What follows belongs to an exercise in optimizing a design on an open flow for small area; a production flow would make more cautious choices.
Only simulation tests tie the RTL to the original design; equivalence was not proved.
Power and IR drop assume default switching activity.

==> flow/design.v <==
module lcdc_encode (
    input  wire [4:0]  code,
    input  wire [15:0] arg,
    output reg  [15:0] bytes,      
    output reg         two_bytes,  
    output reg         long_exec,  
    output reg  [2:0]  cls         
);
    localparam [2:0] C_BASIC = 3'd0, C_EXT = 3'd1, C_SELB = 3'd2, C_SELE = 3'd3,
                     C_SELG  = 3'd4, C_NOACC = 3'd5;
    always @(*) begin
        bytes[7:0] = code[4] ? {2'b10, arg[5:0]} : arg[7:0];
        bytes[15:8] = 8'h00;
        two_bytes = 1'b0;
        long_exec = 1'b0;
        cls       = C_BASIC;
        case (code)
            5'd0: begin  
                bytes[15:8] = arg[15:8];
                two_bytes   = 1'b1;
            end
            5'd1: begin  
                bytes[15:8] = 8'h01;
                long_exec   = 1'b1;
            end
            5'd2:  bytes[15:8] = 8'h02;                           
            5'd3:  bytes[15:8] = {6'b000001, arg[1:0]};           
            5'd4:  bytes[15:8] = {5'b00001, arg[2:0]};            
            5'd5:  bytes[15:8] = {4'b0001, arg[1:0], 2'b00};      
            5'd6:  cls = C_SELB;                                  
            5'd7:  bytes[15:8] = {2'b01, arg[5:0]};               
            5'd8:  bytes[15:8] = {1'b1, arg[6:0]};                
            5'd9:  begin bytes[15:8] = 8'h01; cls = C_EXT; end    
            5'd10: begin bytes[15:8] = 8'h03; cls = C_EXT; end    
            5'd11: begin bytes[15:8] = 8'h02; cls = C_EXT; end    
            5'd12: begin bytes[15:8] = {6'b000001, arg[1:0]}; cls = C_EXT; end  
            5'd13: cls = C_SELE;                                  
            5'd14: cls = C_SELG;                                  
            5'd15: begin bytes[15:8] = {3'b010, arg[4:0]}; cls = C_EXT; end  
            5'd16: begin  
                bytes[15:8] = {4'b1000, arg[11:8]};
                two_bytes   = 1'b1;
                cls         = C_EXT;
            end
            default: cls = C_NOACC;
        endcase
    end
endmodule
module lcdc (
    input  wire        clk,
    input  wire        rst,
    input  wire        tick,
    input  wire        cmd_valid,
    output wire        cmd_ready,
    input  wire [2:0]  cmd_op,
    input  wire [1:0]  cmd_line,
    input  wire [4:0]  cmd_code,
    input  wire [15:0] cmd_arg,
    output reg         done,
    output reg  [15:0] rdata,
    output wire        rs,
    output wire        rw,
    output wire [3:0]  e,
    output wire [3:0]  d_out,
    output wire        d_oe,
    input  wire [3:0]  d_in
);
    localparam OP_EXEC = 3'd0, OP_STATUS = 3'd1, OP_RAMRD = 3'd2, OP_WAIT = 3'd3, OP_INIT = 3'd4;
    localparam [1:0] M_BASIC = 2'b00, M_EXT = 2'b10, M_GRAPH = 2'b11;
    localparam [2:0] C_BASIC = 3'd0, C_EXT = 3'd1, C_SELB = 3'd2, C_SELE = 3'd3,
                     C_SELG  = 3'd4, C_NOACC = 3'd5, C_READ = 3'd6, C_INIT = 3'd7;
    localparam [2:0] S_IDLE  = 3'd0,
                     S_PLAN  = 3'd1,   
                     S_DWAIT = 3'd2,   
                     S_BUS   = 3'd3,   
                     S_TWAIT = 3'd4;   
    reg [2:0]  state;
    reg [2:0]  opc;
    reg [1:0]  line_r;
    reg        acc_two;      
    reg        acc_long;     
    reg [2:0]  init_step;
    reg [3:0]  ctr;          
    reg [15:0] sh;           
    reg [10:0] rem [0:3];
    reg [1:0]  mode [0:3];
    wire [1:0]  phase   = ctr[1:0];
    wire        in_bus  = (state == S_BUS);
    wire [10:0] rem_cur = rem[line_r];
    wire        dl_ok   = (rem_cur == 11'd0);
    wire [1:0]  cur_mode = mode[line_r];
    wire [5:0]  rep     = sh[5:0];
    wire is_read = (opc == C_READ);
    wire is_init = (opc == C_INIT);
    reg        pl_cmd;       
    reg [1:0]  pl_mode;      
    reg        pl_final;     
    always @(*) begin
        pl_cmd   = 1'b0;
        pl_mode  = M_EXT;
        pl_final = 1'b0;
        case (opc)
            C_BASIC: begin
                if (cur_mode == M_GRAPH)      pl_mode = M_EXT;
                else if (cur_mode == M_EXT)   pl_mode = M_BASIC;
                else begin pl_cmd = 1'b1; pl_final = 1'b1; end
            end
            C_EXT: begin
                if (cur_mode == M_BASIC)      pl_mode = M_EXT;
                else begin pl_cmd = 1'b1; pl_final = 1'b1; end
            end
            C_SELB: begin
                if (cur_mode == M_GRAPH)      pl_mode = M_EXT;
                else begin pl_mode = M_BASIC; pl_final = 1'b1; end
            end
            C_SELE: pl_final = 1'b1;
            default: begin  
                if (cur_mode == M_BASIC)      pl_mode = M_EXT;
                else begin pl_mode = M_GRAPH; pl_final = 1'b1; end
            end
        endcase
    end
    wire is_exec = (opc <= C_SELG);
    wire cmd_acc = is_exec & pl_cmd;
    wire sel_acc = is_exec & ~pl_cmd;
    wire two_eff  = acc_two & (is_read | cmd_acc);
    wire long_eff = (cmd_acc & acc_long) | (is_init & (init_step == 3'd3));
    reg [3:0] init_nib;
    always @(*) begin
        if (!ctr[2])
            init_nib = (init_step[2:1] == 2'b00) ? 4'h2 : 4'h0;
        else case (init_step)
            3'd2:    init_nib = 4'hC;
            3'd3:    init_nib = 4'h1;
            3'd4:    init_nib = 4'h6;
            default: init_nib = 4'h0;
        endcase
    end
    assign cmd_ready = (state == S_IDLE);
    wire   act   = (state != S_IDLE);
    assign rw    = act & is_read;
    assign rs    = act & acc_two & (is_read | (cmd_acc & (opc == C_BASIC)));
    assign d_oe  = ~(in_bus & is_read);
    assign d_out = {4{act}} & (is_init ? init_nib :
                               sel_acc ? (ctr[2] ? {1'b0, pl_mode, 1'b0} : 4'h2) :
                               sh[15:12]);
    wire   e_on  = in_bus & (phase[1] ^ phase[0]);
    assign e = {4{e_on}} & (4'b0001 << line_r);
    wire [15:0] enc_bytes;
    wire        enc_two, enc_long;
    wire [2:0]  enc_cls;
    lcdc_encode u_enc (
        .code     (cmd_code),
        .arg      (cmd_arg),
        .bytes    (enc_bytes),
        .two_bytes(enc_two),
        .long_exec(enc_long),
        .cls      (enc_cls)
    );
    wire accept   = (state == S_IDLE) & cmd_valid;
    wire comp     = in_bus & (ctr == 4'hF);
    wire tw_zero  = (state == S_TWAIT) & dl_ok;
    wire tw_done  = tw_zero & (rep == 6'd0);
    wire reload   = tw_zero & (rep != 6'd0) & tick;
    wire init_acc = accept & (cmd_op == OP_INIT);
    wire        ld      = init_acc | reload | comp;
    wire [1:0]  ld_line = (state == S_IDLE) ? cmd_line : line_r;
    wire        sel1600 = (state != S_BUS) | long_eff;
    wire        sel100  = is_init & (init_step[2:1] == 2'b00);
    wire [10:0] ld_base = sel1600 ? 11'd1600 : sel100 ? 11'd100 : 11'd72;
    wire [10:0] ld_val  = ld_base - {10'd0, tick};
    integer k;
    always @(posedge clk) begin
        for (k = 0; k < 4; k = k + 1) begin
            if (rst)
                rem[k] <= 11'd0;
            else if (ld && ld_line == k[1:0])
                rem[k] <= ld_val;
            else if (tick && rem[k] != 11'd0)
                rem[k] <= rem[k] - 11'd1;
        end
    end
    always @(posedge clk) begin
        for (k = 0; k < 4; k = k + 1) begin
            if (rst)
                mode[k] <= M_BASIC;
            else if (line_r == k[1:0]) begin
                if (tw_done)
                    mode[k] <= M_BASIC;
                else if (comp && sel_acc)
                    mode[k] <= pl_mode;
            end
        end
    end
    always @(posedge clk) begin
        if (rst) begin
            state <= S_IDLE;
            done  <= 1'b0;
        end else begin
            done <= 1'b0;
            case (state)
                S_IDLE: if (cmd_valid) begin
                    case (cmd_op)
                        OP_EXEC:             state <= S_PLAN;
                        OP_STATUS, OP_RAMRD,
                        OP_WAIT:             state <= S_DWAIT;
                        OP_INIT:             state <= S_TWAIT;
                        default:             done  <= 1'b1;
                    endcase
                end
                S_PLAN: begin
                    if (opc == C_NOACC) begin
                        done  <= 1'b1;
                        state <= S_IDLE;
                    end else
                        state <= S_DWAIT;
                end
                S_DWAIT: if (dl_ok) begin
                    if (opc == C_NOACC) begin
                        done  <= 1'b1;
                        state <= S_IDLE;
                    end else
                        state <= S_BUS;
                end
                S_TWAIT: if (tw_done) state <= S_DWAIT;
                S_BUS: if (comp) begin
                    if (is_init) begin
                        if (init_step[2:1] == 2'b00)
                            state <= S_TWAIT;
                        else if (init_step[2]) begin
                            done  <= 1'b1;
                            state <= S_IDLE;
                        end else
                            state <= S_DWAIT;
                    end else if (is_read || pl_final) begin
                        done  <= 1'b1;
                        state <= S_IDLE;
                    end else
                        state <= S_PLAN;
                end
                default: state <= S_IDLE;
            endcase
        end
    end
    always @(posedge clk) begin
        if (rst || (accept && cmd_op == OP_STATUS))
            rdata <= 16'd0;
        else if (in_bus && is_read && phase == 2'd2)
            rdata <= {rdata[11:0], d_in};
    end
    always @(posedge clk) begin
        if (accept) begin
            line_r    <= cmd_line;
            init_step <= 3'd0;
            case (cmd_op)
                OP_EXEC: begin
                    opc      <= enc_cls;
                    acc_two  <= enc_two;
                    acc_long <= enc_long;
                    sh       <= enc_bytes;
                end
                OP_STATUS, OP_RAMRD: begin
                    opc     <= C_READ;
                    acc_two <= (cmd_op == OP_RAMRD);
                end
                OP_INIT: begin
                    opc <= C_INIT;
                    sh  <= 16'd49;
                end
                default: opc <= C_NOACC;
            endcase
        end else begin
            if (comp)
                init_step <= init_step + 3'd1;
            if (reload)
                sh[5:0] <= rep - 6'd1;
            else if (in_bus && cmd_acc && phase == 2'd3)
                sh <= {sh[11:0], 4'h0};
        end
        if (in_bus)
            ctr <= ctr + 4'd1;
        else
            ctr <= {~two_eff, 3'b000};
    end
endmodule
==> flow/run.sh <==
#!/bin/bash
# synth_recipe.tcl (not shown) runs the flow's synth.tcl, then flattens the netlist and writes it again
# the make line also repeats each setting of config.mk as NAME=value (left out here)
make -C /OpenROAD-flow-scripts/flow DESIGN_CONFIG=/design/flow/config.mk WORK_HOME=/design/flow/orfs CLKGATE_MAP_FILE= SYNTH_SCRIPT=/design/flow/synth_recipe.tcl finish
==> flow/config.mk <==
export PLATFORM = sky130hd
export DESIGN_NAME = lcdc
export DESIGN_NICKNAME = lcdc
export VERILOG_FILES = /design/flow/design.v
export SDC_FILE = /design/flow/constraint.sdc
export NUM_CORES = 4
export LEC_CHECK = 0
export CAP_MARGIN = 20
export CORE_MARGIN = 2
export CORE_UTILIZATION = 40
export SLEW_MARGIN = 20
==> flow/constraint.sdc <==
create_clock -name core_clock -period 10.0 [get_ports {clk}]
set_input_delay 2.0000 -clock core_clock [delete_from_list [all_inputs] [get_ports {clk}]]
set_output_delay 2.0000 -clock core_clock [all_outputs]
set_load 0.01 [all_outputs]
==> metrics.yaml, run 1 <==
timing.fmax_mhz: 188
antenna_found_initial: 0
gp_congestion: 0.881
synthesis.area_mm2: 0.00616
hold_violations: 0
arrival_ps: 3330
synth_warnings: 4
overflow: 0
async_reset_ff_share_pct: 0
dp_hpwl_um: 12000
ir_drop_mv: 0.116
cts_hold_buf: 0
drt_iter0_drc: 430
root_buffer: "clkbuf_16"
antennaDiodeCount: 0
cts_made_buffers: 9
clock_sinks: 102
syn_nets: 799
p_leak_nw: 2.55
core_mm2: 0.0151
hold_path_class: "reg -> reg"
avgSynthCellArea_um2: 8.18
regArea_mm2: 0.00227
critical_path.cell_chain: "mux4_2 -> and3_1 -> a311oi_1 -> o21a_1 -> o21ai_0 -> clkdlybuf4s50_1"
setup_viol: 0
ys.flop_type: "dfxtp_1"
grt_max_degree: 45
path_clk_slew_ps: 70
setup_ws_ps: 4670
critPathMaxStageDelay_ps: 700
maxCapViolCount: 0
slew_headroom_pct: 40.5
multi_input_area_mm2: 0.00359
drt_wl_total_um: 16600
p_total_mw: 1.68
dpl_worst_slack_ps: 5160
worstMarginPinSlew_ps: 892
ctsResizeCount: 0
firstDrtPassIters: 5
dieArea_mm2: 0.0164
synth_cell_types: 78
synth_edf_count: 23
rsz0062_at_grt: "false"
post_cts_buffers: 0
fin_setup_tns_ps: 0
final_nets: 831
areaGrowthSynthToFinish_pct: 15.8
ios: 63
cts.htree.levels: 3
end_kind: "output port"
post_drt_wl_per_cell_um: 17.0
num_vias: 5705
finClkSkew_ps: 8.57
drtAntennaViolNets: 0
cts_tree: "built"
synthCells: 753
grt_pass1_vias: 5346
cp_max_fo: 15
n_fill_cell: 1497
start_util_pct: 40.7
grt_usage_pct: 20.5
portBuffers: 62
final_cells: 978
cts_buffer_depth: 2
period_needed_ps: 5330
die_w_um: 128
clkLatencyLatePin_ps: 360
crit_type: "reg -> out"
drc: 0
p_per_area_mw_per_mm2: 235
vias_per_cell: 5.83
status: "timing/DRC/antenna clean"
drv_slew: 0
worst_path_max_delay_cell: "a311oi_1"
cp-start-kind: "flip-flop"
ys_ff_latch: 102
worstPathRequired_ps: 8000
ys_seq_area_share_pct: 36.9
dpl.cell_count: 962
grt_pass1_wl_um: 27000
die_h_um: 128
drive_gt1_share_pct: 6.20
fin_crit_sh_pct: 53.3
num_rows: 45
-- cells by family (layout without fill, tap and decap cells) --
kind of cell	Yosys count	after routing	share of synthesized area [%]
simple gates	318	318	25.3
compound gates	194	194	22.3
flops	102	102	36.9
buf+inv	73	110	4.83
xor+xnor	39	39	5.54
mux	14	14	2.48
fa+ha+maj	13	13	2.60
-- report_power, final --
group | internal, mW | switching [mW] | total [mW]
sequential | 0.511 | 0.0925 | 0.604
combinational | 0.317 | 0.409 | 0.726
clock | 0.180 | 0.169 | 0.349
total | 1.01 | 0.671 | 1.68
-- worst max-delay path: cells and delay by family, from the launching register on --
kind,cells,cell delay (ps)
compound gates,3,1020
buf+inv,1,500
flops,1,690
mux,1,570
simple gates,1,190
-- final timing paths --
| kind | start | to | slack (ps) | cells after the start |
|---|---|---|---|---|
| max | line_r[0] | d_out[2] | 4670 | 6 |
| min | rdata[13] | rdata[13] | 460 | 2 |
| max reg2reg | line_r[0] | rem[2][3] | 6570 | 8 |
| min reg2reg | rdata[13] | rdata[13] | 460 | 2 |
-- sequential cells by signal (all words and copies together), names as in the netlist --
| register | count |
|---|---|
| sh | 16 |
| line_r | 2 |
| init_step | 3 |
| acc_long | 1 |
| done | 1 |
| state | 3 |
| opc | 3 |
| rdata | 16 |
| rem | 44 |
| mode | 8 |
| acc_two | 1 |
| ctr | 4 |
-- placed cells by master (no fill, tap or decap), types with 12 or more instances in the layout --
master           instances
nand2_1                 99
dfxtp_1                 79
nor2_1                  69
clkdlybuf4s50_1         62
a21oi_1                 51
o21ai_0                 35
inv_1                   27
nor3_1                  27
nand3_1                 26
xnor2_1                 23
edfxtp_1                23
xor2_1                  16
nor4_1                  15
a211oi_1                14
mux2i_1                 13
a31oi_1                 13
or4_1                   12
ha_1                    12
-- synth_stat cells (13+ instances only) --
cell type | count | area share (%)
nand2_1 | 99 | 6.0
dfxtp_1 | 79 | 26
nor2_1 | 69 | 4.2
a21oi_1 | 51 | 4.1
o21ai_0 | 35 | 2.8
clkbuf_1 | 32 | 1.9
inv_1 | 27 | 1.6
nor3_1 | 27 | 2.2
nand3_1 | 26 | 2.1
edfxtp_1 | 23 | 11
xnor2_1 | 23 | 3.3
xor2_1 | 16 | 2.3
nor4_1 | 15 | 1.5
a211oi_1 | 14 | 1.7
a31oi_1 | 13 | 1.3
mux2i_1 | 13 | 2.1
-- per-stage QoR --
stage          util [%]  hold WS (ps)  cell area, um2
6_report           47.1           460            7140
4_1_cts            47.1           466            7140
3_5_place_dp       45.2           452            6850
5_1_grt            47.1           474            7140
2_1_floorplan         -           430            6160
3_3_place_gp       45.2           444            6850
-- cell type report --
cell class / count / area share, %
multi-input combinational: 578 / 50.3
sequential: 102 / 31.8
timing repair buffer: 64 / 8.91
clock buffer: 10 / 3.35
tap: 188 / 3.30
inverter: 30 / 1.61
clock inverter: 6 / 0.666
-- per-layer routing --
metal / part of all wire [%] / GRT usage, % / wire (um) / vias up
met2: 46 / 33.0 / 7730 / 189
met1: 47 / 27.5 / 7740 / 2682
met3: 4.9 / 3.59 / 812 / 28
met4: 2.1 / 7.89 / 352 / 0
met5: 0 / 0 / 0 / -
li1: - / - / - / 2806
==> inputs of run 2 (changes only) <==
--- a/flow/design.v
+++ b/flow/design.v
@@ -168,6 +168,7 @@
     wire        sel1600 = (state != S_BUS) | long_eff;
     wire        sel100  = is_init & (init_step[2:1] == 2'b00);
-    wire [10:0] ld_base = sel1600 ? 11'd1600 : sel100 ? 11'd100 : 11'd72;
-    wire [10:0] ld_val  = ld_base - {10'd0, tick};
+    wire [10:0] ld_val  = sel1600 ? (tick ? 11'h505 : 11'h282) :    
+                          sel100  ? (tick ? 11'h191 : 11'h0c8) :    
+                                    (tick ? 11'h7ab : 11'h7d5);     
     integer k;
     always @(posedge clk) begin
@@ -178,5 +179,5 @@
                 rem[k] <= ld_val;
             else if (tick && rem[k] != 11'd0)
-                rem[k] <= rem[k] - 11'd1;
+                rem[k] <= {rem[k][9:0], ~(rem[k][10] ^ rem[k][8])};
         end
     end
@@ -266,5 +267,5 @@
                 OP_INIT: begin
                     opc <= C_INIT;
-                    sh  <= 16'd49;
+                    sh[5:0] <= 6'h33;    
                 end
                 default: opc <= C_NOACC;
@@ -274,5 +275,5 @@
                 init_step <= init_step + 3'd1;
             if (reload)
-                sh[5:0] <= rep - 6'd1;
+                sh[5:0] <= {rep[4:0], ~(rep[5] ^ rep[4])};
             else if (in_bus && cmd_acc && phase == 2'd3)
                 sh <= {sh[11:0], 4'h0};
--- a/flow/config.mk
+++ b/flow/config.mk
@@ -8,4 +8,5 @@
 export CAP_MARGIN = 20
 export CORE_MARGIN = 2
-export CORE_UTILIZATION = 40
+export CORE_UTILIZATION = 60
+export CTS_BUF_LIST = sky130_fd_sc_hd__clkbuf_8
 export SLEW_MARGIN = 20
==> metrics.yaml, run 2 <==
synth_top_family_by_area: "compound AO/OA/AOI/OAI gates"
num_rows: 35  # -22%
synth_xor_area_share_pct: 1.24  # -4.3 points
arrival_ps: 3260  # -70 ps
routed.top_layer: "met4"
overflow: 0  # unchanged
core_mm2: 0.00920  # -39%
critical_path.cell_chain: "mux4_2 -> o31a_1 -> o21a_4 -> mux2i_1 -> a211oi_1 -> clkdlybuf4s50_1"
hold_violations: 0  # unchanged
synth_top_area_share_pct: 28.1  # +2.4 points
ir_drop_mv: 0.0998  # -14%
synth_top_area_cell: "dfxtp_1"
synth_fa_ha_area_share_pct: 2.40  # -0.20 points
final_cells: 805  # -18%
areaGrowthSynthToFinish_pct: 14.1
cp_max_fo: 10  # -5
drtAntennaViolNets: 0  # unchanged
ys_ff_latch: 102  # unchanged
hold_path_class: "reg -> reg"
largest_reg_flops: 44  # unchanged
final_nets: 733  # -12%
dp_hpwl_um: 10300  # -14%
end_kind: "output port"
synth_edf_count: 23  # unchanged
firstDrtPassIters: 5  # unchanged
synthCells: 653  # -13%
grt_pass1_vias: 4793  # -10%
grt_pass1_wl_um: 23500  # -13%
start_util_pct: 61.3  # +21 points
synth_compound_area_share_pct: 20.9  # -1.4 points
antennaDiodeCount: 0  # unchanged
ctsResizeCount: 0  # unchanged
rr_startpoint: "state[0]"
fin_setup_tns_ps: 0  # unchanged
drt_wl_total_um: 14200  # -15%
worst_path_max_delay_cell: "mux4_2"
worstSetupStartpoint: "line_r[0]"
critPathMaxStageDelay_ps: 670  # -30 ps
synth_most_common_cell: "dfxtp_1"
worstPathRequired_ps: 8000  # about the same
cp-start-kind: "flip-flop"
synth_warnings: 4  # unchanged
portBuffers: 62  # unchanged
grt_usage_pct: 28.8  # +8.3 points
rsz0062_at_grt: "false"
async_reset_ff_share_pct: 0  # unchanged
grt_max_degree: 46  # +2.2%
maxCapViolCount: 0  # unchanged
antenna_found_initial: 0  # unchanged
met1_length_um: 6070  # -22%
multi_input_area_mm2: 0.00311  # -14%
p_per_area_mw_per_mm2: 178  # -25%
cts_tree: "built"
cts_made_buffers: 9  # unchanged
top_regs: "rem (44), rdata (16), sh (16)"
synthTopCellsByArea: "dfxtp_1, edfxtp_1, mux2i_1"
ios: 63  # unchanged
post_drt_wl_per_cell_um: 17.6  # +3.5%
met2_length_um: 7020  # -9.2%
ys_seq_area_share_pct: 40.3  # +3.4 points
period_needed_ps: 5260  # -66.2 ps
worstMarginPinSlew_ps: 959  # +66.9 ps
synthesis.area_mm2: 0.00564  # -8.5%
n_fill_cell: 764  # -49%
synthMuxAreaShare_pct: 11.2  # +8.7 points
drt_iter0_drc: 376  # -13%
cp_top_family: "compound AO/OA/AOI/OAI gates"
drc: 0  # unchanged
yosys.area_share.simple_pct: 19.2  # -6.2 points
drv_slew: 0  # unchanged
p_leak_nw: 2.49  # -2.5%
regMostFlops: "rem"
final_cell_mix: "dfxtp_1, nor2_1, clkdlybuf4s50_1, mux2i_1, nand2_1"
met3_length_um: 822  # +1.2%
worst-path-buf-inv: 1  # unchanged
cts_hold_buf: 0  # unchanged
post_cts_buffers: 0  # unchanged
regArea_mm2: 0.00227  # unchanged
ys.flop_type: "dfxtp_1"
num_vias: 5058  # -11%
dpl.cell_count: 789  # -18%
final_common_cell: "dfxtp_1"
fin_crit_sh_pct: 52.6  # -0.66 points
cts_buffer_depth: 2  # unchanged
crit_type: "reg -> out"
timing.fmax_mhz: 190  # +1.3%
die_h_um: 101  # -21%
synth_common_cells: "dfxtp_1, nor2_1, mux2i_1"
dieArea_mm2: 0.0102  # -38%
drive_gt1_share_pct: 5.62  # -0.58 points
syn_nets: 697  # -13%
synth_cell_types: 61  # -22%
finClkSkew_ps: 10.2  # +1.61 ps
clock_sinks: 102  # unchanged
gp_congestion: 0.960  # +9.0%
clkLatencyLatePin_ps: 370  # about the same
setup_viol: 0  # unchanged
vias_per_cell: 6.28  # +7.7%
path_clk_slew_ps: 100  # +30 ps
avgSynthCellArea_um2: 8.63  # +5.5%
die_w_um: 101  # -21%
slew_headroom_pct: 35.9  # -4.6 points
status: "timing/DRC/antenna clean"
cts.htree.levels: 3  # unchanged
root_buffer: "clkbuf_8"
min_from: "mode[2][0]"
==> run 2: cell count changes after synthesis, sizes merged, moves of 7 or more <==
| cell | before | now |
|---|---|---|
| nand2 | 100 | 52 |
| a211oi | 14 | 36 |
| a21oi | 51 | 40 |
| or4 | 13 | 0 |
| o21a | 9 | 2 |
| mux2i | 13 | 54 |
| or3 | 11 | 3 |
| o21ai | 36 | 47 |
| xor2 | 16 | 6 |
| nand3 | 26 | 18 |
| xnor2 | 23 | 2 |
==> run 2: kinds of logic (layout without fill, tap and decap cells) <==
| family | count (synthesis) | count (layout) |
|---|---|---|
| muxes | 60 | 60 |
| adders and majority gates | 11 | 11 |
| xor gates and xnor gates | 8 | 8 |
| buffers and inverters | 66 | 107 |
| and+or+nand+nor | 224 | 224 |
| AOI/OAI and AO/OA | 182 | 182 |
| DFF | 102 | 102 |
==> run 2: path summary, 6_finish.rpt <==
check                             endpoint  slack [ps]  cells past startpoint
worst max register to register   rem[1][7]        6150                      9
worst max-delay path              d_out[1]        4740                      6
worst min-delay path            mode[2][0]         460                      2
worst min register to register  mode[2][0]         460                      2
==> run 2: layout make-up <==
| cell class | instances | share of cell area (%) |
|---|---|---|
| Multi-Input combinational cell | 485 | 48.3 |
| Sequential cell | 102 | 35.3 |
| Timing Repair Buffer | 66 | 10.0 |
| Tap cell | 111 | 2.16 |
| Clock buffer | 9 | 1.93 |
| Inverter | 25 | 1.46 |
| Clock inverter | 7 | 0.817 |
==> run 2: worst reg2reg max path, stage by stage (launching register included) <==
cell and delay (ps):
dfxtp_1 540, nor2_1 160, nand2_1 170, clkinv_1 430
nand2_1 620, inv_1 460, a21o_1 330, o21ai_2 640
mux2i_1 260, a221oi_1 90
==> run 2: stage by stage <==
| step | area [um2] | utilization [%] | setup WS (ps) | power, mW | hold WS (ps) |
|---|---|---|---|---|---|
| floorplan | 5640 | - | 5990 | 0.783 | 426 |
| global placement | 6250 | 68.0 | 4920 | 0.883 | 442 |
| detailed placement | 6260 | 68.0 | 5140 | 0.895 | 449 |
| CTS | 6430 | 69.9 | 4780 | 1.14 | 461 |
| global route | 6430 | 69.9 | 4660 | 1.21 | 495 |
| finish | 6430 | 69.9 | 4740 | 1.14 | 461 |
==> run 2: routing by layer <==
metal	vias up	track usage [%]
li1	2474	-
met1	2379	37.4
met2	187	48.7
met3	18	4.51
met4	0	10.2
met5	-	0
==> run 2: power by group <==
part,switching (mW),total (mW),leakage (nW),internal (mW)
sequential,0.0457,0.517,0.851,0.471
clock,0.152,0.246,0.0928,0.0939
combinational,0.230,0.379,1.55,0.150
total,0.427,1.14,2.49,0.715
==> inputs of run 3 (changes only) <==
--- a/flow/config.mk
+++ b/flow/config.mk
@@ -8,5 +8,4 @@
 export CAP_MARGIN = 20
 export CORE_MARGIN = 2
-export CORE_UTILIZATION = 60
-export CTS_BUF_LIST = sky130_fd_sc_hd__clkbuf_8
+export CORE_UTILIZATION = 40
 export SLEW_MARGIN = 20
==> metrics.yaml, run 3 <==
cp_top_family: "compound AO/OA/AOI/OAI gates"
num_vias: 4973  # -1.7%
core_mm2: 0.0138  # +50%
cp-start-kind: "flip-flop"
drt_wl_total_um: 14700  # +3.5%
syn_nets: 697  # unchanged
status: "timing/DRC/antenna clean"
synth_edf_count: 23  # unchanged
r2r_end: "rem[0][7]"
top_regs: "rem (44), rdata (16), sh (16)"
worstPathRequired_ps: 8000  # about the same
critical_path.cell_chain: "mux4_2 -> o31a_1 -> o21a_4 -> mux2i_1 -> a211oi_1 -> clkdlybuf4s50_1"
p_per_area_mw_per_mm2: 189  # +6.3%
drv_slew: 0  # unchanged
regArea_mm2: 0.00227  # unchanged
reg2reg_depth: 9  # unchanged
cts_buffer_depth: 2  # unchanged
cts_made_buffers: 9  # unchanged
synthesis.area_mm2: 0.00564  # unchanged
reg2reg_slack_ps: 6100  # -50 ps
post_cts_buffers: 0  # unchanged
antennaDiodeCount: 0  # unchanged
grt_max_degree: 46  # unchanged
rsz0062_at_grt: "false"
grt_pass1_vias: 4705  # -1.8%
antenna_found_initial: 0  # unchanged
hold_violations: 0  # unchanged
ys.flop_type: "dfxtp_1"
setup_viol: 0  # unchanged
path_clk_slew_ps: 60  # -40 ps
ios: 63  # unchanged
vias_per_cell: 5.69  # -9.4%
synth_warnings: 4  # unchanged
final_common_cell: "dfxtp_1"
p_leak_nw: 2.55  # +2.3%
post-route-util_pct: 48.1  # -22 points
clkLatencyLatePin_ps: 360  # about the same
async_reset_ff_share_pct: 0  # unchanged
period_needed_ps: 5120  # -146 ps
critPathMaxStageDelay_ps: 660  # about the same
dieArea_mm2: 0.0151  # +48%
arrival_ps: 3120  # -140 ps
grt_pass1_wl_um: 23900  # +1.9%
cp_max_fo: 10  # unchanged
avgSynthCellArea_um2: 8.63  # unchanged
synth_cell_types: 61  # unchanged
rr_startpoint: "state[0]"
portBuffers: 62  # unchanged
die_w_um: 123  # +22%
regMostFlops: "rem"
multi_input_area_mm2: 0.00311  # unchanged
n_fill_cell: 1299  # +70%
maxCapViolCount: 0  # unchanged
clock_sinks: 102  # unchanged
end_kind: "output port"
die_h_um: 123  # +22%
synth_top_area_share_pct: 28.1  # unchanged
synth_most_common_cell: "dfxtp_1"
slew_headroom_pct: 34.7  # -1.2 points
hold_end: "mode[2][0]"
worstMarginPinSlew_ps: 977  # +17.9 ps
grt_usage_pct: 20.3  # -8.5 points
synthCells: 653  # unchanged
ys_seq_area_share_pct: 40.3  # unchanged
min_from: "mode[2][0]"
firstDrtPassIters: 6  # +1
overflow: 0  # unchanged
final_cell_mix: "dfxtp_1, nor2_1, clkdlybuf4s50_1, mux2i_1, nand2_1"
timing.fmax_mhz: 195  # +2.9%
root_buffer: "clkbuf_16"
gp_congestion: 0.903  # -5.9%
largest_reg_flops: 44  # unchanged
synthTopCellsByArea: "dfxtp_1, edfxtp_1, mux2i_1"
post_drt_wl_per_cell_um: 16.8  # -4.7%
finClkSkew_ps: 7.83  # -2.35 ps
start_util_pct: 40.8  # -21 points
fin_setup_tns_ps: 0  # unchanged
ys_ff_latch: 102  # unchanged
worst_path_max_delay_cell: "mux4_2"
synth_top_area_cell: "dfxtp_1"
ctsResizeCount: 0  # unchanged
drtAntennaViolNets: 0  # unchanged
dp_hpwl_um: 10500  # +1.8%
cts_tree: "built"
ir_drop_mv: 0.106  # +6.3%
final_nets: 733  # unchanged
synth_common_cells: "dfxtp_1, nor2_1, mux2i_1"
drc: 0  # unchanged
cts_hold_buf: 0  # unchanged
hold_depth: 2  # unchanged
areaGrowthSynthToFinish_pct: 18.0
drt_iter0_drc: 496  # +32%
worst-path-buf-inv: 1  # unchanged
hold_path_class: "reg -> reg"
num_rows: 43  # +23%
cts.htree.levels: 3  # unchanged
crit_type: "reg -> out"
drive_gt1_share_pct: 5.62  # unchanged
fin_crit_sh_pct: 51.2  # -1.5 points
## run 3: through the flow
step | hold WS [ps] | cells | instance area [um2] | setup slack, ps | power, mW
after CTS | 464 | 874 | 6650 | 4870 | 1.26
after global routing | 474 | 874 | 6650 | 4760 | 1.33
after floorplan | 426 | 653 | 5640 | 5990 | 0.783
final | 465 | 874 | 6650 | 4880 | 1.26
after detailed placement | 453 | 858 | 6340 | 5140 | 0.898
after global placement | 445 | 858 | 6340 | 4860 | 0.895
## run 3: logic make-up after synthesis
kind of cell	after synthesis	share of synthesized area, %
and+or+nand+nor	224	19.2
adders and majority gates	11	2.40
xor gates and xnor gates	8	1.24
muxes	60	11.2
AOI/OAI and AO/OA	182	20.9
buffers and inverters	66	4.82
DFF	102	40.3
## run 3: cell type report
type / instances / share of cell area, %
clock buffer: 13 / 4.23
clock inverter: 3 / 0.395
inverter: 25 / 1.41
timing repair buffer: 66 / 9.71
tap: 180 / 3.39
sequential: 102 / 34.2
multi-input combinational: 485 / 46.7
## run 3: worst min-delay path, cell delays in order (launching register included)
cell	delay (ps)
dfxtp_1	320
inv_1	50
o22ai_1	50
## run 3: power breakdown
group	internal (mW)	switching, mW	leakage (nW)
Clock	0.199	0.160	0.151
Sequential	0.471	0.0455	0.851
Combinational	0.150	0.229	1.55
## run 3: worst max-delay path by stage
stage	start	depth (start not counted)	endpoint
after floorplan	line_r[0]	6	d_out[1]
after global placement	cmd_valid	7	rem[0][7]
after detailed placement	cmd_valid	7	rem[3][7]
after CTS	line_r[0]	6	d_out[1]
after global routing	line_r[0]	6	d_out[1]
final	line_r[0]	6	d_out[1]
## run 3: metal layers
layer	part of all wire [%]	global-route usage, %
met5	0	0
met2	46	32.2
met1	47	27.1
met3	5.3	5.20
met4	1.9	5.82
==> inputs of run 4 (changes only) <==
==> flow/flow/run.sh (new file) <==
#!/bin/bash
# Standard layout, with the port buffers made of the smallest buffer cell.
set -euo pipefail
cat >> config.mk <<'EOC'
export BUFFER_PORTS_ARGS = -buffer_cell sky130_fd_sc_hd__buf_1
EOC
bash standard.sh > standard.log 2>&1
==> flow/standard.sh (new file) <==
#!/bin/bash
# synth_recipe.tcl (not shown) runs the flow's synth.tcl, then flattens the netlist and writes it again
# the make line also repeats each setting of config.mk as NAME=value (left out here)
make -C /OpenROAD-flow-scripts/flow DESIGN_CONFIG=/design/flow/config.mk WORK_HOME=/design/flow/orfs CLKGATE_MAP_FILE= SYNTH_SCRIPT=/design/flow/synth_recipe.tcl "${@:-finish}"
--- a/flow/config.mk
+++ b/flow/config.mk
@@ -8,4 +8,6 @@
 export CAP_MARGIN = 20
 export CORE_MARGIN = 2
-export CORE_UTILIZATION = 40
+export CORE_UTILIZATION = 60
+export CTS_BUF_LIST = sky130_fd_sc_hd__clkbuf_8
 export SLEW_MARGIN = 20
+export BUFFER_PORTS_ARGS = -buffer_cell sky130_fd_sc_hd__buf_1
removed: flow/run.sh
==> metrics.yaml, run 4 <==
cp-start-kind: "flip-flop"
synth_warnings: 4  # unchanged
synth_common_cells: "dfxtp_1, nor2_1, mux2i_1"
cts_buffer_depth: 2  # unchanged
start_util_pct: 61.3  # +21 points
firstDrtPassIters: 6  # unchanged
clkLatencyLatePin_ps: 390  # +30 ps
grt_max_degree: 46  # unchanged
final_cell_mix: "dfxtp_1, nor2_1, buf_1, mux2i_1, nand2_1"
drt_iter0_drc: 318  # -36%
ios: 63  # unchanged
synthCells: 653  # unchanged
top_regs: "rem (44), rdata (16), sh (16)"
arrival_ps: 2830  # -290 ps
final_nets: 733  # unchanged
p_per_area_mw_per_mm2: 190  # +0.83%
rr_startpoint: "state[0]"
slew_headroom_pct: 30.2  # -4.5 points
ys_ff_latch: 102  # unchanged
worstPathRequired_ps: 8000  # about the same
rsz0062_at_grt: "false"
dieArea_mm2: 0.0102  # -32%
hold_violations: 0  # unchanged
path_clk_slew_ps: 100  # +40 ps
num_rows: 35  # -19%
timing.fmax_mhz: 207  # +6.0%
worstSetupStartpoint: "line_r[0]"
crit_type: "reg -> out"
areaGrowthSynthToFinish_pct: 7.90
fin_crit_sh_pct: 48.3  # -2.9 points
p_total_mw: 1.16  # -7.8%
p_leak_nw: 2.35  # -7.6%
antenna_found_initial: 0  # unchanged
period_needed_ps: 4830  # -289 ps
min_from: "mode[2][0]"
ctsResizeCount: 0  # unchanged
status: "timing/DRC/antenna clean"
synthTopCellsByArea: "dfxtp_1, edfxtp_1, mux2i_1"
die_h_um: 101  # -18%
drtAntennaViolNets: 0  # unchanged
cts_hold_buf: 0  # unchanged
dp_hpwl_um: 10100  # -3.6%
cts_made_buffers: 9  # unchanged
cts.htree.levels: 3  # unchanged
drt_wl_total_um: 14000  # -4.3%
portBuffers: 62  # unchanged
final_area_mm2: 0.00608  # -8.5%
place_area_mm2: 0.00587  # -7.4%
async_reset_ff_share_pct: 0  # unchanged
grt_pass1_wl_um: 22800  # -4.7%
syn_nets: 697  # unchanged
largest_reg_flops: 44  # unchanged
post-route-util_pct: 66.1  # +18 points
drc: 0  # unchanged
cts_tree: "built"
setup_viol: 0  # unchanged
worst_path_max_delay_cell: "mux4_2"
final_common_cell: "dfxtp_1"
synth_most_common_cell: "dfxtp_1"
synth_cell_types: 61  # unchanged
end_kind: "output port"
maxCapViolCount: 0  # unchanged
synth_top_area_share_pct: 28.1  # unchanged
critPathMaxStageDelay_ps: 680  # +20 ps
hold_path_class: "reg -> reg"
synth_edf_count: 23  # unchanged
num_vias: 5069  # +1.9%
overflow: 0  # unchanged
core_mm2: 0.00920  # -33%
synth_top_area_cell: "dfxtp_1"
worstMarginPinSlew_ps: 1040  # +64.8 ps
dpl_worst_slack_ps: 5270  # +129 ps
post_drt_wl_per_cell_um: 17.4  # +3.9%
avgSynthCellArea_um2: 8.63  # unchanged
antennaDiodeCount: 0  # unchanged
grt_pass1_vias: 4749  # +0.94%
gp_congestion: 0.932  # +3.2%
root_buffer: "clkbuf_8"
ys.flop_type: "dfxtp_1"
ys_seq_area_share_pct: 40.3  # unchanged
finClkSkew_ps: 23.2  # +15.4 ps
clock_sinks: 102  # unchanged
post_cts_buffers: 0  # unchanged
vias_per_cell: 6.30  # +11%
critical_path.cell_chain: "mux4_2 -> o31a_1 -> o21a_4 -> mux2i_1 -> a211oi_1 -> buf_1"
regMostFlops: "rem"
grt_usage_pct: 28.2  # +7.9 points
drv_slew: 0  # unchanged
die_w_um: 101  # -18%
drive_gt1_share_pct: 5.76  # +0.14 points
fin_setup_tns_ps: 0  # unchanged
cp_max_fo: 10  # unchanged
synthesis.area_mm2: 0.00564  # unchanged
ir_drop_mv: 0.0895  # -16%
setup_ws_ps: 5170  # +289 ps
-- run 4: cell counts after synthesis --
No cell type changed its count.
-- run 4: final timing paths --
| check | endpoint | slack (ps) | cells past startpoint |
|---|---|---|---|
| worst max-delay path | d_out[1] | 5170 | 6 |
| worst min-delay path | mode[2][0] | 470 | 2 |
| worst max register to register | rem[1][7] | 6430 | 10 |
| worst min register to register | mode[2][0] | 470 | 2 |
-- run 4: layer usage --
metal,global-route usage (%),wire [um],vias to the layer above
li1,-,-,2493
met1,35.7,6070,2332
met2,47.6,6710,197
met3,5.34,818,47
met4,11.0,439,0
met5,0,0,-
-- run 4: area by class of cell --
type | count | area [um2]
tap | 111 | 139
clock inverter | 6 | 73.8
clock buffer | 10 | 138
inverter | 25 | 93.8
fill | 803 | 3110
multi-input combinational | 485 | 3100
timing repair buffer | 66 | 265
sequential | 102 | 2270
-- run 4: worst max-delay path: cells and delay by family, from the launching register on --
kind | cells | cell delay (ps)
multiplexers | 2 | 820
flip-flops | 1 | 550
buffers and inverters | 1 | 190
AO/OA/AOI/OAI | 3 | 900
-- run 4: logic make-up (layout without fill, tap and decap cells) --
kind of cell	after synthesis	count (layout)	share of synthesized area, %
muxes	60	60	11.2
xor gates and xnor gates	8	8	1.24
and+or+nand+nor	224	224	19.2
buffers and inverters	66	107	4.82
AOI/OAI and AO/OA	182	182	20.9
adders and majority gates	11	11	2.40
DFF	102	102	40.3
-- run 4: power breakdown --
part	total, mW	leakage (nW)	switching, mW	internal, mW
clock	0.283	0.110	0.156	0.127
sequential	0.518	0.851	0.0468	0.471
combinational	0.357	1.39	0.229	0.128
-- run 4: through the flow --
step / instances / hold slack, ps
after floorplan: 653 / 426
after global placement: 789 / 443
after detailed placement: 789 / 447
after CTS: 805 / 472
after global routing: 805 / 490
final: 805 / 471
==> inputs of run 5 (changes only) <==
==> flow/flow/run.sh (replaced) <==
#!/bin/bash
# Standard layout, with the port buffers made of the smallest buffer cell and
# no dummy loads in the clock tree.
set -euo pipefail
cat >> config.mk <<'EOC'
export BUFFER_PORTS_ARGS = -buffer_cell sky130_fd_sc_hd__buf_1
export CTS_ARGS = -sink_clustering_enable -repair_clock_nets -buf_list sky130_fd_sc_hd__clkbuf_8 -dont_use_dummy_load
EOC
bash standard.sh > standard.log 2>&1
--- a/flow/config.mk
+++ b/flow/config.mk
@@ -12,2 +12,3 @@
 export SLEW_MARGIN = 20
 export BUFFER_PORTS_ARGS = -buffer_cell sky130_fd_sc_hd__buf_1
+export CTS_ARGS = -sink_clustering_enable -repair_clock_nets -buf_list sky130_fd_sc_hd__clkbuf_8 -dont_use_dummy_load
==> metrics.yaml, run 5 <==
drv_slew: 0  # unchanged
firstDrtPassIters: 5  # -1
dp_hpwl_um: 10100  # unchanged
setup_viol: 0  # unchanged
grt_usage_pct: 27.9  # -0.26 points
clock_sinks: 102  # unchanged
antenna_found_initial: 0  # unchanged
final_nets: 733  # unchanged
worstMarginPinSlew_ps: 1060  # +13.1 ps
crit_type: "reg -> out"
final_common_cell: "dfxtp_1"
grt_pass1_wl_um: 22600  # -0.75%
top_regs: "rem (44), rdata (16), sh (16)"
ctsResizeCount: 0  # unchanged
syn_nets: 697  # unchanged
n_fill_cell: 816  # +1.6%
p_leak_nw: 2.31  # -1.9%
reg2reg_depth: 10  # unchanged
finClkSkew_ps: 43.4  # +20.2 ps
synth_warnings: 4  # unchanged
regMostFlops: "rem"
hold_path_class: "reg -> reg"
drt_wl_total_um: 13900  # -0.75%
period_needed_ps: 4800  # -22.6 ps
cts_tree: "built"
slew_headroom_pct: 29.3  # -0.88 points
cp_max_fo: 10  # unchanged
hold_violations: 0  # unchanged
worstSetupStartpoint: "line_r[0]"
synth_edf_count: 23  # unchanged
areaGrowthSynthToFinish_pct: 6.35
post_cts_buffers: 0  # unchanged
drt_iter0_drc: 256  # -19%
final_cell_mix: "dfxtp_1, nor2_1, buf_1, mux2i_1, nand2_1"
synth_top_area_share_pct: 28.1  # unchanged
synth_cell_types: 61  # unchanged
cts.htree.levels: 3  # unchanged
endpoint: "d_out[2]"
seqPwrFrac_pct: 47.8  # +3.0 points
start_util_pct: 61.3  # unchanged
cp-start-kind: "flip-flop"
combPwrFrac_pct: 32.9  # +2.1 points
swShare_pct: 37.3  # about the same
synth_top_area_cell: "dfxtp_1"
ir_drop_mv: 0.0886  # -1.1%
ios: 63  # unchanged
synth_common_cells: "dfxtp_1, nor2_1, mux2i_1"
worstPathRequired_ps: 8000  # about the same
ys_seq_area_share_pct: 40.3  # unchanged
status: "timing/DRC/antenna clean"
drc: 0  # unchanged
core_mm2: 0.00920  # unchanged
gp_congestion: 0.932  # unchanged
ys.flop_type: "dfxtp_1"
internal-power_uw: 680  # -6.3%
post-route-util_pct: 65.2  # -0.95 points
rr_startpoint: "state[0]"
cts_made_buffers: 9  # unchanged
root_buffer: "clkbuf_8"
p_per_area_mw_per_mm2: 181  # -4.9%
rsz0062_at_grt: "false"
overflow: 0  # unchanged
grt_max_degree: 46  # unchanged
dieArea_mm2: 0.0102  # unchanged
ys_ff_latch: 102  # unchanged
path_clk_slew_ps: 80  # -20 ps
r2r_end: "rem[1][7]"
avgSynthCellArea_um2: 8.63  # unchanged
critical_path.cell_chain: "mux4_2 -> or2_2 -> a221oi_1 -> a31oi_1 -> a21oi_1 -> buf_1"
dpl_worst_slack_ps: 5270  # unchanged
post_drt_wl_per_cell_um: 17.5  # +0.12%
multi_input_area_mm2: 0.00310  # unchanged
maxCapViolCount: 0  # unchanged
pwr-share-clk_pct: 19.3  # -5.1 points
async_reset_ff_share_pct: 0  # unchanged
drtAntennaViolNets: 0  # unchanged
vias_per_cell: 6.30  # +0.12%
regArea_mm2: 0.00227  # unchanged
num_vias: 5031  # -0.75%
critPathMaxStageDelay_ps: 670  # about the same
drive_gt1_share_pct: 4.80  # -0.96 points
largest_reg_flops: 44  # unchanged
clkLatencyLatePin_ps: 390  # about the same
cts_hold_buf: 0  # unchanged
synthTopCellsByArea: "dfxtp_1, edfxtp_1, mux2i_1"
arrival_ps: 2800  # -30 ps
setup_ws_ps: 5200  # +22.6 ps
antennaDiodeCount: 0  # unchanged
cts_buffer_depth: 2  # unchanged
grt_pass1_vias: 4716  # -0.69%
synthesis.area_mm2: 0.00564  # unchanged
fin_setup_tns_ps: 0  # unchanged
portBuffers: 62  # unchanged
reg2reg_slack_ps: 6450  # +20 ps
fin_crit_sh_pct: 48.0  # -0.23 points
die_w_um: 101  # unchanged
synthCells: 653  # unchanged
end_kind: "output port"
worst_path_max_delay_cell: "mux4_2"
power.net_switching_uw: 405  # -6.3%
synth_most_common_cell: "dfxtp_1"
timing.fmax_mhz: 208  # +0.47%
num_rows: 35  # unchanged
die_h_um: 101  # unchanged
## run 5: cell counts after synthesis
No cell type changed its count.
## run 5: area by class of cell
class / count / area share, %
inverters: 25 / 1.57
well taps: 111 / 2.32
multi-input cells: 485 / 51.7
clock buffers: 9 / 2.07
repair buffers: 66 / 4.42
flip-flops and latches: 102 / 37.9
## run 5: stage by stage
| step | instances | hold slack [ps] | area, um2 | power, mW |
|---|---|---|---|---|
| after floorplan | 653 | 426 | 5640 | 0.783 |
| after global placement | 789 | 443 | 5870 | 0.869 |
| after detailed placement | 789 | 447 | 5870 | 0.876 |
| after CTS | 798 | 470 | 6000 | 1.08 |
| after global routing | 798 | 487 | 6000 | 1.14 |
| final | 798 | 471 | 6000 | 1.08 |
## run 5: per-layer routing
| metal | vias up | wire length (um) | global-route usage [%] |
|---|---|---|---|
| li1 | 2475 | - | - |
| met1 | 2336 | 6080 | 35.5 |
| met2 | 185 | 6730 | 47.1 |
| met3 | 35 | 728 | 5.13 |
| met4 | 0 | 398 | 11.0 |
| met5 | - | 0 | 0 |
## run 5: worst max-delay path, delay by kind of cell, from the launching register on
family / cells / cell delay [ps]
AOI/OAI and AO/OA: 3 / 670
buffers and inverters: 1 / 190
DFF: 1 / 550
and+or+nand+nor: 1 / 360
muxes: 1 / 670
## run 5: worst min path at each step
stage	from	endpoint	slack [ps]	cells past startpoint
4_1_cts	mode[2][0]	mode[2][0]	470	2
2_1_floorplan	mode[2][0]	mode[2][0]	430	2
3_5_place_dp	mode[0][0]	mode[0][0]	450	1
3_3_place_gp	ctr[0]	ctr[0]	440	1
5_1_grt	mode[0][0]	mode[0][0]	490	1
6_report	mode[2][0]	mode[2][0]	470	2
## run 5: cells by family (layout without fill, tap and decap cells)
logic type	Yosys count	in the layout	synth area share, %
and+or+nand+nor	224	224	19.2
AOI/OAI and AO/OA	182	182	20.9
DFF	102	102	40.3
buffers and inverters	66	100	4.82
muxes	60	60	11.2
adders and majority gates	11	11	2.40
xor gates and xnor gates	8	8	1.24
## run 5: power groups by stage
stage / combinational, mW / clock [mW] / sequential (mW)
detailed placement: 0.351 / 0 / 0.525
global placement: 0.345 / 0 / 0.524
global route: 0.390 / 0.225 / 0.524
CTS: 0.352 / 0.214 / 0.516
floorplan: 0.283 / 0 / 0.500
finish: 0.357 / 0.210 / 0.518
==> inputs of run 6 (changes only) <==
==> flow/flow/run.sh (replaced) <==
#!/bin/bash
# Layout flow: the standard layout (standard.sh) with three changes.
#  1. Synthesis is the standard flow's synthesis script with one difference: ABC maps the
#     logic with the area-oriented script flow/area.abc instead of ORFS's speed
#     script. ABC runs after the flip-flops are mapped, so the registers, their
#     names and cells are those of the standard synthesis.
#  2. The port buffers use the smallest buffer cell (buf_1).
#  3. The clock tree uses clkbuf_8 and inserts no dummy loads.
# Each step's full output goes to a log file in this folder (synth.log,
# layout.log); ORFS's own per-step logs are under orfs/logs/.
set -euo pipefail
W=$(pwd)
F=$W/flow

# 1. synthesis script
sed "s#^source \$::env(SCRIPTS_DIR)/synth_preamble.tcl\$#&\nlset abc_args 1 $F/area.abc#" \
    "$FLOW_HOME/scripts/synth.tcl" > "$W/synth_area.tcl"
grep -q "^lset abc_args 1 " "$W/synth_area.tcl"
sed "s#^source \$::env(SCRIPTS_DIR)/synth.tcl\$#source $W/synth_area.tcl#" \
    "$W/synth_recipe.tcl" > "$W/area_synth.tcl"
grep -q "synth_area.tcl" "$W/area_synth.tcl"
sed "s#SYNTH_SCRIPT=[^ ]*#SYNTH_SCRIPT=$W/area_synth.tcl#" "$W/standard.sh" > "$W/synth_area.sh"
grep -q "SYNTH_SCRIPT=$W/area_synth.tcl" "$W/synth_area.sh"

# 2. and 3.
cat >> "$W/config.mk" <<'EOC'
export BUFFER_PORTS_ARGS = -buffer_cell sky130_fd_sc_hd__buf_1
export CTS_ARGS = -sink_clustering_enable -repair_clock_nets -buf_list sky130_fd_sc_hd__clkbuf_8 -dont_use_dummy_load
EOC

bash "$W/synth_area.sh" synth > "$W/synth.log" 2>&1
bash "$W/standard.sh" > "$W/layout.log" 2>&1
==> flow/flow/area.abc (new file) <==
strash
&get -n
&fraig -x
&put
scorr
dc2
strash
&get -n
&deepsyn -T 10 
&put
strash
&get -n
&dch -f
&nf -R 1000 -p -F 8 -C 32
&put
==> metrics.yaml, run 6 <==
status: "timing/DRC/antenna clean"
end_kind: "output port"
p_per_area_mw_per_mm2: 186  # +3.0%
rsz0062_at_grt: "false"
synthCells: 517  # -21%
cts_hold_buf: 0  # unchanged
reg2reg_depth: 11  # +1
setup_viol: 0  # unchanged
areaGrowthSynthToFinish_pct: 10.7
synthesis.area_mm2: 0.00475  # -16%
core_mm2: 0.00769  # -16%
hold_path_class: "reg -> reg"
regMostFlops: "rem"
synth_top_area_share_pct: 33.3  # +5.3 points
drc: 0  # unchanged
cts.htree.levels: 3  # unchanged
ir_drop_mv: 0.132  # +49%
clkLatencyLatePin_ps: 370  # -20 ps
r2r_end: "rem[3][5]"
dpl.cell_count: 684  # -13%
ios: 63  # unchanged
cts_made_buffers: 9  # unchanged
synth_warnings: 4  # unchanged
post_cts_buffers: 0  # unchanged
syn_nets: 561  # -20%
synth_xor_area_share_pct: 0.738  # -0.50 points
synth_edf_count: 23  # unchanged
start_util_pct: 61.8  # +0.45 points
clock_sinks: 102  # unchanged
vias_per_cell: 6.55  # +3.9%
timing.fmax_mhz: 174  # -16%
die_h_um: 93.0  # -7.9%
synth_cell_types: 41  # -33%
synth_top_family_by_area: "compound AO/OA/AOI/OAI gates"
synth_fa_ha_area_share_pct: 2.64  # +0.24 points
swShare_pct: 34.9  # -2.4 points
cts_buffer_depth: 2  # unchanged
worstMarginPinSlew_ps: 1000  # -55.3 ps
p_leak_nw: 1.82  # -21%
power.net_switching_uw: 342  # -15%
pwr-share-clk_pct: 21.1  # +1.8 points
grt_pass1_wl_um: 20200  # -11%
drv_slew: 0  # unchanged
reg2reg_slack_ps: 5740  # -710 ps
final_cell_mix: "dfxtp_1, buf_1, nor2_1, nand2_1, clkinv_1"
top_regs: "rem (44), rdata (16), sh (16)"
antennaDiodeCount: 0  # unchanged
die_w_um: 93.0  # -7.9%
worst_hold_slack_ps: 470  # -1.12 ps
avgSynthCellArea_um2: 9.18  # +6.3%
antenna_found_initial: 0  # unchanged
fin_crit_sh_pct: 57.4  # +9.4 points
grt_usage_pct: 29.4  # +1.5 points
drt_iter0_drc: 478  # +87%
ys_ff_latch: 102  # unchanged
arrival_ps: 3740  # +940 ps
hold_end: "mode[3][1]"
synth_top_area_cell: "dfxtp_1"
overflow: 0  # unchanged
largest_reg_flops: 44  # unchanged
hold_depth: 1  # -1
cp_max_fo: 8  # -2
ys_seq_area_share_pct: 47.9  # +7.6 points
grt_max_degree: 23  # -50%
num_rows: 32  # -8.6%
post-route-util_pct: 68.3  # +3.1 points
post_drt_wl_per_cell_um: 17.9  # +2.4%
min_from: "mode[3][1]"
drtAntennaViolNets: 0  # unchanged
grt_pass1_vias: 4143  # -12%
synthMuxAreaShare_pct: 0.211  # -11 points
combPwrFrac_pct: 28.0  # -4.9 points
cp-start-kind: "flip-flop"
yosys.area_share.simple_pct: 20.1  # +0.91 points
period_needed_ps: 5740  # +935 ps
finClkSkew_ps: 24.8  # -18.6 ps
crit_type: "reg -> out"
synthTopCellsByArea: "dfxtp_1, edfxtp_1, nor2_1"
fin_setup_tns_ps: 0  # unchanged
internal-power_uw: 637  # -6.3%
final_nets: 637  # -13%
seqPwrFrac_pct: 50.8  # +3.0 points
slew_headroom_pct: 32.6  # +3.3 points
synth_common_cells: "dfxtp_1, nor2_1, nand2_1"
drt_wl_total_um: 12400  # -11%
final_cells: 693  # -13%
final_common_cell: "dfxtp_1"
hold_violations: 0  # unchanged
gp_congestion: 0.931  # about the same
worstPathRequired_ps: 8000  # about the same
path_clk_slew_ps: 70  # about the same
ys.flop_type: "dfxtp_1"
rr_startpoint: "state[2]"
firstDrtPassIters: 7  # +2
maxCapViolCount: 0  # unchanged
synth_compound_area_share_pct: 25.9  # +5.0 points
dieArea_mm2: 0.00864  # -15%
synth_most_common_cell: "dfxtp_1"
ctsResizeCount: 0  # unchanged
root_buffer: "clkbuf_8"
cts_tree: "built"
async_reset_ff_share_pct: 0  # unchanged
portBuffers: 62  # unchanged
drive_gt1_share_pct: 2.03  # -2.8 points
num_vias: 4540  # -9.8%
dp_hpwl_um: 9150  # -9.4%
==> run 6: cell types whose count changed after synthesis, sizes merged, moves of 14 or more <==
cell	previous run	this run
a222oi	2	22
a21oi	40	25
a22o	6	20
buf	14	0
a22oi	3	17
inv	23	0
clkbuf	27	0
mux2i	54	1
o21ai	47	31
clkinv	2	33
a211oi	36	2
==> run 6: worst max path at each step <==
| stage | start | end | cells past startpoint |
|---|---|---|---|
| after floorplan | cmd_valid | rem[3][10] | 9 |
| after detailed placement | cmd_valid | rem[3][5] | 10 |
| after global placement | cmd_valid | rem[3][5] | 10 |
| after global routing | line_r[0] | d_out[1] | 13 |
| after CTS | line_r[0] | d_out[1] | 13 |
| final | line_r[0] | d_out[1] | 13 |
==> run 6: metal layers <==
metal	wire, um	GRT usage, %	up-vias	share of wire, %
met4	217	9.68	0	1.8
met3	1040	5.29	22	8.4
met5	0	0	-	0
met2	6020	49.3	235	49
li1	-	-	2141	-
met1	5120	38.5	2142	41
==> run 6: stage by stage <==
stage	power (mW)	area, um2	setup WS [ps]
floorplan	0.682	4750	5360
global placement	0.769	5130	4570
detailed placement	0.775	5130	4480
CTS	0.979	5250	4360
global route	1.03	5250	4060
finish	0.979	5250	4260
==> run 6: area by class of cell <==
class                   instances  area [um2]
fillers                       680        2430
multi-input cells             382        2350
flip-flops and latches        102        2270
repair buffers                 65         255
well taps                     102         128
clock buffers                   9         124
inverters                      33         124
==> run 6: cell families (layout without fill, tap and decap cells) <==
logic type               Yosys count  in the layout
buffers and inverters             33            107
multiplexers                       1              1
AO/OA/AOI/OAI                    163            163
flip-flops                       102            102
XOR/XNOR                           4              4
adder cells (fa/ha/maj)           10             10
AND/OR/NAND/NOR                  204            204
==> run 6: worst max-delay path: stages, from the launching register on <==
cell,delay [ps]
edfxtp_1,480
nor2b_1,280
a222oi_1,400
a21boi_0,350
nand2_1,110
o21ai_0,90
nand2_1,70
a21oi_1,260
nor3_1,160
nand2b_1,190
a21oi_1,440
nor3_1,90
nor3_1,280
buf_1,190
==> run 6: power groups by stage <==
| stage | clock network [mW] | registers (mW) | logic, mW |
|---|---|---|---|
| 2_1_floorplan | 0 | 0.497 | 0.185 |
| 3_3_place_gp | 0 | 0.505 | 0.264 |
| 3_5_place_dp | 0 | 0.506 | 0.268 |
| 4_1_cts | 0.212 | 0.497 | 0.270 |
| 5_1_grt | 0.228 | 0.504 | 0.301 |
| 6_report | 0.207 | 0.498 | 0.275 |
==> inputs of run 7 (changes only) <==
--- a/flow/design.v
+++ b/flow/design.v
@@ -80,10 +80,14 @@
     reg        acc_two;      
     reg        acc_long;     
-    reg [2:0]  init_step;
-    reg [3:0]  ctr;          
+    reg [2:0]  init_step;    
+    reg [1:0]  nib;          
+    reg [1:0]  phase;        
     reg [15:0] sh;           
     reg [10:0] rem [0:3];
     reg [1:0]  mode [0:3];
-    wire [1:0]  phase   = ctr[1:0];
+    wire st_settle = ~init_step[1];                    
+    wire st_2      = init_step[1] & ~init_step[2];     
+    wire st_3      = init_step[2] & init_step[0];      
+    wire st_4      = init_step[2] & ~init_step[0];     
     wire        in_bus  = (state == S_BUS);
     wire [10:0] rem_cur = rem[line_r];
@@ -125,15 +129,11 @@
     wire sel_acc = is_exec & ~pl_cmd;
     wire two_eff  = acc_two & (is_read | cmd_acc);
-    wire long_eff = (cmd_acc & acc_long) | (is_init & (init_step == 3'd3));
+    wire long_eff = (cmd_acc & acc_long) | (is_init & st_3);
     reg [3:0] init_nib;
     always @(*) begin
-        if (!ctr[2])
-            init_nib = (init_step[2:1] == 2'b00) ? 4'h2 : 4'h0;
-        else case (init_step)
-            3'd2:    init_nib = 4'hC;
-            3'd3:    init_nib = 4'h1;
-            3'd4:    init_nib = 4'h6;
-            default: init_nib = 4'h0;
-        endcase
+        if (!nib[0])
+            init_nib = st_settle ? 4'h2 : 4'h0;
+        else
+            init_nib = {st_2, st_2 | st_4, st_4, st_3};
     end
     assign cmd_ready = (state == S_IDLE);
@@ -143,7 +143,7 @@
     assign d_oe  = ~(in_bus & is_read);
     assign d_out = {4{act}} & (is_init ? init_nib :
-                               sel_acc ? (ctr[2] ? {1'b0, pl_mode, 1'b0} : 4'h2) :
+                               sel_acc ? (nib[0] ? {1'b0, pl_mode, 1'b0} : 4'h2) :
                                sh[15:12]);
-    wire   e_on  = in_bus & (phase[1] ^ phase[0]);
+    wire   e_on  = in_bus & phase[0];
     assign e = {4{e_on}} & (4'b0001 << line_r);
     wire [15:0] enc_bytes;
@@ -159,5 +159,5 @@
     );
     wire accept   = (state == S_IDLE) & cmd_valid;
-    wire comp     = in_bus & (ctr == 4'hF);
+    wire comp     = in_bus & (nib == 2'd3) & (phase == 2'b10);
     wire tw_zero  = (state == S_TWAIT) & dl_ok;
     wire tw_done  = tw_zero & (rep == 6'd0);
@@ -167,5 +167,5 @@
     wire [1:0]  ld_line = (state == S_IDLE) ? cmd_line : line_r;
     wire        sel1600 = (state != S_BUS) | long_eff;
-    wire        sel100  = is_init & (init_step[2:1] == 2'b00);
+    wire        sel100  = is_init & st_settle;
     wire [10:0] ld_val  = sel1600 ? (tick ? 11'h505 : 11'h282) :    
                           sel100  ? (tick ? 11'h191 : 11'h0c8) :    
@@ -227,7 +227,7 @@
                 S_BUS: if (comp) begin
                     if (is_init) begin
-                        if (init_step[2:1] == 2'b00)
+                        if (st_settle)
                             state <= S_TWAIT;
-                        else if (init_step[2]) begin
+                        else if (st_4) begin
                             done  <= 1'b1;
                             state <= S_IDLE;
@@ -247,5 +247,5 @@
         if (rst || (accept && cmd_op == OP_STATUS))
             rdata <= 16'd0;
-        else if (in_bus && is_read && phase == 2'd2)
+        else if (in_bus && is_read && phase == 2'b11)
             rdata <= {rdata[11:0], d_in};
     end
@@ -273,14 +273,18 @@
         end else begin
             if (comp)
-                init_step <= init_step + 3'd1;
+                init_step <= {init_step[1:0], ~init_step[2]};
             if (reload)
                 sh[5:0] <= {rep[4:0], ~(rep[5] ^ rep[4])};
-            else if (in_bus && cmd_acc && phase == 2'd3)
+            else if (in_bus && cmd_acc && phase == 2'b10)
                 sh <= {sh[11:0], 4'h0};
         end
-        if (in_bus)
-            ctr <= ctr + 4'd1;
-        else
-            ctr <= {~two_eff, 3'b000};
+        if (in_bus) begin
+            phase <= {phase[0], ~phase[1]};
+            if (phase == 2'b10)
+                nib <= nib + 2'd1;
+        end else begin
+            phase <= 2'b00;
+            nib   <= {~two_eff, 1'b0};
+        end
     end
 endmodule
==> metrics.yaml, run 7 <==
status: "timing/DRC/antenna clean"
arrival_ps: 3530  # -210 ps
finClkSkew_ps: 20.8  # -4.05 ps
areaGrowthSynthToFinish_pct: 11.0
ys_ff_latch: 102  # unchanged
ys.flop_type: "dfxtp_1"
cp_top_family: "compound AO/OA/AOI/OAI gates"
root_buffer: "clkbuf_8"
cts.htree.levels: 3  # unchanged
num_vias: 4404  # -3.0%
ctsResizeCount: 0  # unchanged
start_util_pct: 61.0  # -0.76 points
cts_hold_buf: 0  # unchanged
clkLatencyLatePin_ps: 360  # about the same
synthTopCellsByArea: "dfxtp_1, edfxtp_1, a221o_1"
core_mm2: 0.00765  # -0.52%
critPathMaxStageDelay_ps: 550  # +70 ps
cp_common_cell: "nand2_1"
cp_max_fo: 11  # +3
ys_seq_area_share_pct: 48.9  # +1.1 points
synth_edf_count: 24  # +4.3%
die_w_um: 92.2  # -0.84%
portBuffers: 62  # unchanged
overflow: 0  # unchanged
final_cells: 675  # -2.6%
worst-path-buf-inv: 1  # unchanged
drtAntennaViolNets: 0  # unchanged
critical_path.cell_chain: "nor2b_1 -> nand2_1 -> nand2_1 -> a221oi_1 -> a21oi_1 -> a211o_1 -> nor3b_1 -> nand3b_1 -> nand2_1 -> nor2_1 -> a2111oi_0 -> buf_1"
grt_pass1_wl_um: 19400  # -3.6%
multi_input_area_mm2: 0.00232  # -1.1%
dpl.cell_count: 666  # -2.6%
firstDrtPassIters: 5  # -2
synth_common_cells: "dfxtp_1, nor2_1, nand2_1"
cts_buffer_depth: 2  # unchanged
grt_max_degree: 25  # +8.7%
regArea_mm2: 0.00228  # +0.44%
drive_gt1_share_pct: 2.27  # +0.24 points
drt_iter0_drc: 375  # -22%
cp-start-kind: "flip-flop"
synth_cell_types: 42  # +2.4%
regMostFlops: "rem"
synthCells: 499  # -3.5%
drv_slew: 0  # unchanged
grt_usage_pct: 28.7  # -0.69 points
fin_setup_tns_ps: 0  # unchanged
synth_top_area_share_pct: 33.5  # +0.16 points
maxCapViolCount: 0  # unchanged
synth_warnings: 4  # unchanged
end_kind: "output port"
post_drt_wl_per_cell_um: 17.8  # -0.61%
worstPathRequired_ps: 8000  # about the same
vias_per_cell: 6.52  # -0.41%
hold_violations: 0  # unchanged
num_rows: 32  # unchanged
period_needed_ps: 5530  # -209 ps
crit_type: "reg -> out"
cts_tree: "built"
worst_hold_slack_ps: 478  # +7.42 ps
avgSynthCellArea_um2: 9.35  # +1.8%
drc: 0  # unchanged
top_regs: "rem (44), rdata (16), sh (16)"
path_clk_slew_ps: 90  # +20 ps
antennaDiodeCount: 0  # unchanged
final_cell_mix: "dfxtp_1, nor2_1, buf_1, nand2_1, a221o_1"
antenna_found_initial: 0  # unchanged
hold_path_class: "reg -> reg"
rsz0062_at_grt: "false"
worst_path_max_delay_cell: "edfxtp_1"
die_h_um: 92.2  # -0.84%
synthesis.area_mm2: 0.00466  # -1.7%
rr_startpoint: "rem[1][3]"
final_common_cell: "dfxtp_1"
dieArea_mm2: 0.00850  # -1.7%
setup_viol: 0  # unchanged
largest_reg_flops: 44  # unchanged
min_from: "mode[1][0]"
ir_drop_mv: 0.117  # -11%
p_per_area_mw_per_mm2: 204  # +9.7%
n_fill_cell: 658  # -3.2%
slew_headroom_pct: 35.0  # +2.4 points
worstMarginPinSlew_ps: 967  # -32.6 ps
synth_top_area_cell: "dfxtp_1"
fin_crit_sh_pct: 55.3  # -2.1 points
post_cts_buffers: 0  # unchanged
drt_wl_total_um: 12000  # -3.2%
async_reset_ff_share_pct: 0  # unchanged
p_leak_nw: 1.80  # -1.3%
dp_hpwl_um: 8720  # -4.7%
worstSetupStartpoint: "line_r[1]"
final_nets: 614  # -3.6%
p_total_mw: 1.06  # +8.1%
clock_sinks: 102  # unchanged
cts_made_buffers: 9  # unchanged
timing.fmax_mhz: 181  # +3.8%
grt_pass1_vias: 4016  # -3.1%
gp_congestion: 0.920  # -1.3%
ios: 63  # unchanged
syn_nets: 538  # -4.1%
synth_most_common_cell: "dfxtp_1"
[run 7: final cells by class]
cell class	instances	area share, %
Multi-Input combinational cell	380	44.9
Timing Repair Buffer	65	4.93
Tap cell	102	2.46
Sequential cell	102	44.1
Inverter	17	1.23
Clock buffer	9	2.39
[run 7: stage by stage]
| step | utilization [%] | setup slack (ps) | area [um2] |
|---|---|---|---|
| 2_1_floorplan | - | 5240 | 4660 |
| 3_3_place_gp | 66.0 | 4920 | 5050 |
| 3_5_place_dp | 66.0 | 4720 | 5050 |
| 4_1_cts | 67.6 | 4530 | 5170 |
| 5_1_grt | 67.7 | 4200 | 5180 |
| 6_report | 67.7 | 4470 | 5180 |
[run 7: logic make-up (layout without fill, tap and decap cells)]
kind of cell | after synthesis | in the layout | share of synthesized area, %
and+or+nand+nor | 208 | 208 | 20.9
adders and majority gates | 5 | 5 | 1.34
AOI/OAI and AO/OA | 163 | 163 | 26.7
DFF | 102 | 102 | 48.9
buffers and inverters | 17 | 91 | 1.37
xor gates and xnor gates | 4 | 4 | 0.751
[run 7: worst paths after layout]
path | to | slack (ps) | cells past startpoint
worst max register to register | rem[0][7] | 5550 | 12
worst min-delay path | mode[1][0] | 480 | 1
worst min register to register | mode[1][0] | 480 | 1
worst max-delay path | d_out[2] | 4470 | 12
[run 7: power breakdown]
part           total [mW]  leakage [nW]  switching [mW]  internal (mW)
Combinational       0.337         0.884           0.220          0.117
Sequential          0.518         0.849          0.0418          0.477
Clock               0.203        0.0647           0.122         0.0810
[run 7: worst reg2reg max path, cell delays in order, from the launching register on]
cell and delay, ps:
dfxtp_1 330, nor4_1 300, nand2_1 100, nor4_1 490, o22ai_1 150, nor3_1 250, nand3_1 170, nor2_1 460
a21oi_1 220, o32ai_1 710, nor3_1 210, nor3_1 740, a221o_1 280
[run 7: layer usage]
layer	share of wire, %	global-route usage [%]
met5	0	0
met4	2.7	12.1
met3	6.8	5.83
met2	45	43.8
met1	45	39.9

Check on run 7: ideal ports give 4.469 ns setup slack; a clkbuf_16 on the clock port and buf_2 on the inputs give 4.436 ns; moving port delays by the midpoint clock arrival (0.388 ns) as well gives 4.602 ns.
